Background: an optimization exercise with open tools, aiming at small area, a short achievable clock period and few clock cycles per item. Do not read the settings as production practice. At most, simulation tests tie the RTL to the original design; equivalence was not proved. No activity file was given, so power comes from the tool's default toggle rates.

v6:
==> flow/design.v <==
module fastpfor_planner (
    input  wire         clk,
    input  wire         rst,
    input  wire         in_valid,
    output wire         in_ready,
    input  wire [127:0] in_data,
    output wire         out_valid,
    input  wire         out_ready,
    output wire [5:0]   out_bw,
    output wire [7:0]   out_cex,
    output wire [5:0]   out_maxb
);
    function [5:0] bitlen;
        input [31:0] v;
        integer i;
        begin
            bitlen = 6'd0;
            for (i = 0; i < 32; i = i + 1)
                if (v[i]) bitlen = i[5:0] + 6'd1;
        end
    endfunction
    function [14:0] add15;
        input [14:0] a, b;
        input        ci;
        reg [15:0] g, p, gg, pp, g2, p2;
        integer i, s;
        begin
            g = {a & b, ci};
            p = {a ^ b, 1'b0};
            gg = g;
            pp = p;
            for (s = 1; s < 16; s = s * 2) begin
                g2 = gg;
                p2 = pp;
                for (i = 0; i < 16; i = i + 1)
                    if ((i / s) % 2 == 1) begin
                        g2[i] = gg[i] | (pp[i] & gg[(i / s) * s - 1]);
                        p2[i] = pp[i] & pp[(i / s) * s - 1];
                    end
                gg = g2;
                pp = p2;
            end
            add15 = p[15:1] ^ gg[14:0];
        end
    endfunction
    localparam S_ACC  = 1'b0;
    localparam S_READ = 1'b1;
    reg        state;
    reg        rfirst;     
    reg        first;      
    reg        clr;        
    reg        rdy;        
    reg [5:0]  abeat;      
    reg [5:0]  mxb;        
    reg [5:0]  mnb;        
    reg [5:0]  sb;         
    reg [5:0]  cm;         
    reg        ov;
    reg [5:0]  maxb;
    reg [5:0]  bestb;
    reg [7:0]  bestc;
    assign in_ready  = rdy;
    assign out_valid = ov;
    assign out_bw    = bestb;
    assign out_cex   = bestc;
    assign out_maxb  = maxb;
    reg [23:0] bl;         
    reg        bv;         
    reg        blast;      
    wire offer = in_valid && rdy;
    wire take  = offer && !rst;
    always @(posedge clk) begin
        bl    <= offer ? {bitlen(in_data[127:96]), bitlen(in_data[95:64]),
                          bitlen(in_data[63:32]),  bitlen(in_data[31:0])} : 24'd0;
        blast <= take && (abeat == 6'd63);
    end
    wire [255:0] cg;
    genvar k;
    generate
        for (k = 0; k < 32; k = k + 1) begin : g_cnt
            reg  [7:0] cnt;
            wire t0 = bl[5:0]   > k;
            wire t1 = bl[11:6]  > k;
            wire t2 = bl[17:12] > k;
            wire t3 = bl[23:18] > k;
            wire [7:0] c = cnt & {8{~clr}};
            wire a0 = c[0] ^ t0 ^ t1;
            wire ca = (c[0] & t0) | (c[0] & t1) | (t0 & t1);
            wire s0 = a0 ^ t2 ^ t3;
            wire cb = (a0 & t2) | (a0 & t3) | (t2 & t3);
            wire s1 = c[1] ^ ca ^ cb;
            wire cc = (c[1] & ca) | (c[1] & cb) | (ca & cb);
            always @(posedge clk)
                cnt <= {c[7] ^ (cc & (&c[6:2])),
                        c[6] ^ (cc & (&c[5:2])),
                        c[5] ^ (cc & (&c[4:2])),
                        c[4] ^ (cc & (&c[3:2])),
                        c[3] ^ (cc & c[2]),
                        c[2] ^ cc,
                        s1, s0};
            assign cg[8*k +: 8] = cnt;
        end
    endgenerate
    wire [5:0] l0 = bl[5:0], l1 = bl[11:6], l2 = bl[17:12], l3 = bl[23:18];
    wire g01 = l0 > l1, g02 = l0 > l2, g03 = l0 > l3;
    wire g12 = l1 > l2, g13 = l1 > l3, g23 = l2 > l3;
    wire q0 = !(l1 > l0) && !(l2 > l0) && !(l3 > l0);
    wire q1 = (l1 > l0) && !(l2 > l1) && !(l3 > l1);
    wire q2 = (l2 > l0) && (l2 > l1) && !(l3 > l2);
    wire q3 = !q0 && !q1 && !q2;
    wire [5:0] bmx = ({6{q0}} & l0) | ({6{q1}} & l1) | ({6{q2}} & l2) | ({6{q3}} & l3);
    wire upx = clr || (q0 && l0 > mxb) || (q1 && l1 > mxb) ||
                      (q2 && l2 > mxb) || (q3 && l3 > mxb);
    wire p0 = !g01 && !g02 && !g03;
    wire p1 = g01 && !g12 && !g13;
    wire p2 = g02 && g12 && !g23;
    wire p3 = !p0 && !p1 && !p2;
    wire [5:0] bmn = ({6{p0}} & l0) | ({6{p1}} & l1) | ({6{p2}} & l2) | ({6{p3}} & l3);
    wire upn = clr || (p0 && l0 < mnb) || (p1 && l1 < mnb) ||
                      (p2 && l2 < mnb) || (p3 && l3 < mnb);
    always @(posedge clk) begin
        if (upx) mxb <= bmx;
        if (bv && upn) mnb <= bmn;
    end
    wire [263:0] cgs   = {cg, 8'd0};
    wire [5:0]   idx   = rfirst ? mxb : sb;     
    wire         any   = (mxb != mnb);          
    wire [5:0]   rem1  = idx - mnb;             
    wire         rlast = !any || (rem1 == 6'd1);   
    wire         go    = (state == S_READ) && !(rfirst && ov);
    wire         start = go && rfirst;
    wire         done  = go && rlast;
    reg        rv, rl;
    reg [7:0]  rc;         
    reg        mv, ml;
    reg [7:0]  mc;
    reg [4:0]  mb;
    reg [14:0] ms, mk;
    reg [13:0] bestcost;   
    reg [14:0] pp0, pp1, pp2, pp3, pp4, pp5, pb;
    reg [14:0] s1a, c1a, s1b, c1b, s2, c2, s3, c3, s4, c4;
    always @(*) begin
        pp0 = {7'd0, rc & {8{cm[0]}}};
        pp1 = {6'd0, rc & {8{cm[1]}}, 1'b0};
        pp2 = {5'd0, rc & {8{cm[2]}}, 2'b0};
        pp3 = {4'd0, rc & {8{cm[3]}}, 3'b0};
        pp4 = {3'd0, rc & {8{cm[4]}}, 4'b0};
        pp5 = {2'd0, rc & {8{cm[5]}}, 5'b0};
        pb  = {2'd0, sb[4:0], 8'd0};
        s1a = pp0 ^ pp1 ^ pp2;
        c1a = {(pp0 & pp1 | pp0 & pp2 | pp1 & pp2), 1'b0};
        s1b = pp3 ^ pp4 ^ pp5;
        c1b = {(pp3 & pp4 | pp3 & pp5 | pp4 & pp5), 1'b0};
        s2  = s1a ^ c1a ^ s1b;
        c2  = {(s1a & c1a | s1a & s1b | c1a & s1b), 1'b0};
        s3  = s2 ^ c2 ^ c1b;
        c3  = {(s2 & c2 | s2 & c1b | c2 & c1b), 1'b0};
        s4  = s3 ^ c3 ^ pb;
        c4  = {(s3 & c3 | s3 & pb | c3 & pb), 1'b0};
    end
    wire [14:0] nb = ~{1'b0, bestcost};
    wire [14:0] dx = ms ^ mk ^ nb;
    wire [14:0] dy = {(ms & mk | ms & nb | mk & nb), 1'b0};
    wire [14:0] dd = add15(dx, dy, 1'b1);
    wire        lt = dd[14];
    wire [14:0] cost = add15(ms, mk, 1'b0);
    always @(posedge clk) begin
        rc <= cgs[8*idx +: 8];
        ms <= s4;
        mk <= c4;
        mc <= rc;
        mb <= sb[4:0];
        if (go) begin
            sb <= idx - 6'd1;
            cm <= rfirst ? 6'd8 : (cm == 6'd8) ? 6'd10 : cm + 6'd1;
        end
        if (start) begin
            maxb     <= mxb;
            bestb    <= mxb;
            bestc    <= 8'd0;
            bestcost <= {mxb, 8'd0};
        end else if (mv && lt) begin
            bestcost <= cost[13:0];
            bestb    <= {1'b0, mb};
            bestc    <= mc;
        end
    end
    reg state_n, first_n, done_n;
    always @(*) begin
        state_n = state;
        if (state == S_ACC) begin
            if (blast) state_n = S_READ;
        end else if (done) begin
            state_n = S_ACC;
        end
        first_n = first;
        if (bv)
            first_n = 1'b0;
        else if (done)
            first_n = 1'b1;
        done_n = (state == S_READ) && go && any && (rem1 == 6'd2);
    end
    always @(posedge clk) begin
        if (rst) begin
            state  <= S_ACC;
            rfirst <= 1'b0;
            first  <= 1'b1;
            clr    <= 1'b1;
            rdy    <= 1'b1;
            abeat  <= 6'd0;
            bv     <= 1'b0;
            ov     <= 1'b0;
            rv     <= 1'b0;
            rl     <= 1'b0;
            mv     <= 1'b0;
            ml     <= 1'b0;
        end else begin
            state  <= state_n;
            rfirst <= (state == S_ACC) ? blast : (rfirst && !go);
            first  <= first_n;
            clr    <= done_n || (state_n == S_ACC && first_n);
            if (take) abeat <= abeat + 6'd1;
            bv     <= take;
            if (state == S_ACC)
                rdy <= !(take && abeat == 6'd63) && !blast;
            else
                rdy <= go && (!any || rem1 <= 6'd3);
            rv <= go && any;
            rl <= rlast;
            mv <= rv;
            ml <= rv && rl;
            if (start && !any)
                ov <= 1'b1;
            else if (mv && ml)
                ov <= 1'b1;
            else if (out_ready)
                ov <= 1'b0;
        end
    end
endmodule
==> flow/config.mk <==
export PLATFORM = sky130hd
export DESIGN_NAME = fastpfor_planner
export DESIGN_NICKNAME = fastpfor_planner
export VERILOG_FILES = /design/flow/design.v
export SDC_FILE = /design/flow/constraint.sdc
export NUM_CORES = 4
export LEC_CHECK = 0
export CAP_MARGIN = 20
export CORE_MARGIN = 2
export CORE_UTILIZATION = 40
export CTS_CLUSTER_DIAMETER = 100
export CTS_CLUSTER_SIZE = 25
export SLEW_MARGIN = 20
==> flow/constraint.sdc <==
create_clock -name core_clock -period 12.0 [get_ports {clk}]
set_input_delay 2.4000 -clock core_clock [delete_from_list [all_inputs] [get_ports {clk}]]
set_output_delay 2.4000 -clock core_clock [all_outputs]
set_load 0.01 [all_outputs]
standard.sh (not shown) runs the stock make flow with config.mk's settings and CLKGATE_MAP_FILE= SYNTH_SCRIPT=/design/flow/synth_recipe.tcl, a recipe that flattens the netlist after the stock synthesis.
==> flow/flow/run.sh <==
#!/bin/bash
set -euo pipefail
bash standard.sh finish \
    "SETUP_SLACK_MARGIN=${MARGIN:-8.5}" \
    "BUFFER_PORTS_ARGS=-buffer_cell sky130_fd_sc_hd__buf_2" \
    > flow_make.log 2>&1
Setup changes, v6 to v7
diff --git a/flow/design.v b/flow/design.v
--- a/flow/design.v
+++ b/flow/design.v
@@ -54,7 +54,7 @@
     reg [5:0]  mxb;        
     reg [5:0]  mnb;        
     reg [5:0]  sb;         
-    reg [5:0]  cm;         
+    reg [5:0]  sm;         
     reg        ov;
     reg [5:0]  maxb;
     reg [5:0]  bestb;
@@ -131,7 +131,9 @@
     wire         start = go && rfirst;
     wire         done  = go && rlast;
     reg        rv, rl;
-    reg [7:0]  rc;         
+    reg [7:0]  rc;
+    reg [5:0]  rm;
+    reg [4:0]  rb;
     reg        mv, ml;
     reg [7:0]  mc;
     reg [4:0]  mb;
@@ -140,13 +142,13 @@
     reg [14:0] pp0, pp1, pp2, pp3, pp4, pp5, pb;
     reg [14:0] s1a, c1a, s1b, c1b, s2, c2, s3, c3, s4, c4;
     always @(*) begin
-        pp0 = {7'd0, rc & {8{cm[0]}}};
-        pp1 = {6'd0, rc & {8{cm[1]}}, 1'b0};
-        pp2 = {5'd0, rc & {8{cm[2]}}, 2'b0};
-        pp3 = {4'd0, rc & {8{cm[3]}}, 3'b0};
-        pp4 = {3'd0, rc & {8{cm[4]}}, 4'b0};
-        pp5 = {2'd0, rc & {8{cm[5]}}, 5'b0};
-        pb  = {2'd0, sb[4:0], 8'd0};
+        pp0 = {7'd0, rc & {8{rm[0]}}};
+        pp1 = {6'd0, rc & {8{rm[1]}}, 1'b0};
+        pp2 = {5'd0, rc & {8{rm[2]}}, 2'b0};
+        pp3 = {4'd0, rc & {8{rm[3]}}, 3'b0};
+        pp4 = {3'd0, rc & {8{rm[4]}}, 4'b0};
+        pp5 = {2'd0, rc & {8{rm[5]}}, 5'b0};
+        pb  = {2'd0, rb, 8'd0};
         s1a = pp0 ^ pp1 ^ pp2;
         c1a = {(pp0 & pp1 | pp0 & pp2 | pp1 & pp2), 1'b0};
         s1b = pp3 ^ pp4 ^ pp5;
@@ -166,13 +168,15 @@
     wire [14:0] cost = add15(ms, mk, 1'b0);
     always @(posedge clk) begin
         rc <= cgs[8*idx +: 8];
+        rm <= rfirst ? 6'd8 : sm;
+        rb <= idx[4:0] - 5'd1;
         ms <= s4;
         mk <= c4;
         mc <= rc;
-        mb <= sb[4:0];
+        mb <= rb;
         if (go) begin
             sb <= idx - 6'd1;
-            cm <= rfirst ? 6'd8 : (cm == 6'd8) ? 6'd10 : cm + 6'd1;
+            sm <= rfirst ? 6'd10 : sm + 6'd1;
         end
         if (start) begin
             maxb     <= mxb;
The cell area reported after detailed placement on v6 is in line with that on v7.
Compared with v6, v7 shows a combinational share of power that is 0.4 points higher.
v7 vs v6 — area of the multi-input gates dropped about 2%.
| synthesized area | v7 vs v6 | better |
Number of fillers in the final layout of v6 is on par with v7.
Testbench counts of v7, summed over its fixed seeds: cycles 39,640, blocks 512.
For v6, only the layout was checked, not whether the RTL still works.

## what the ideal ports hide
The flow's constraints put no driver on any port. The routed layouts listed below were extracted and timed again, unchanged, in two steps.
Step 1 sets driving cells, clkbuf_16 on the clock port and buf_2 on the other inputs (assumed; they add their load-dependent delay and slew).
Step 2 adds t to the input delays and takes it off the output delays; t is the mean of the earliest and latest rising clock arrival at the registers after step 1. Input paths then give back, and output paths get back, about the clock's delay inside the block.
Slacks: ideal / step 1 / step 2; pairs: ideal / step 1.
run	t (ns)	setup WS [ns]	clock arrival spread, ns	worst slew at a driven data input, ns
v6	0.622	8.441 / 8.385 / 8.152	0.038 / 0.038	0.05
v7	0.606	8.516 / 8.458 / 8.145	0.020 / 0.020	0.07
After both steps setup and hold are still met in every run listed. For v7, which loses most, drivers alone change the setup slack by -0.058 ns; drivers and shift together by -0.371 ns.
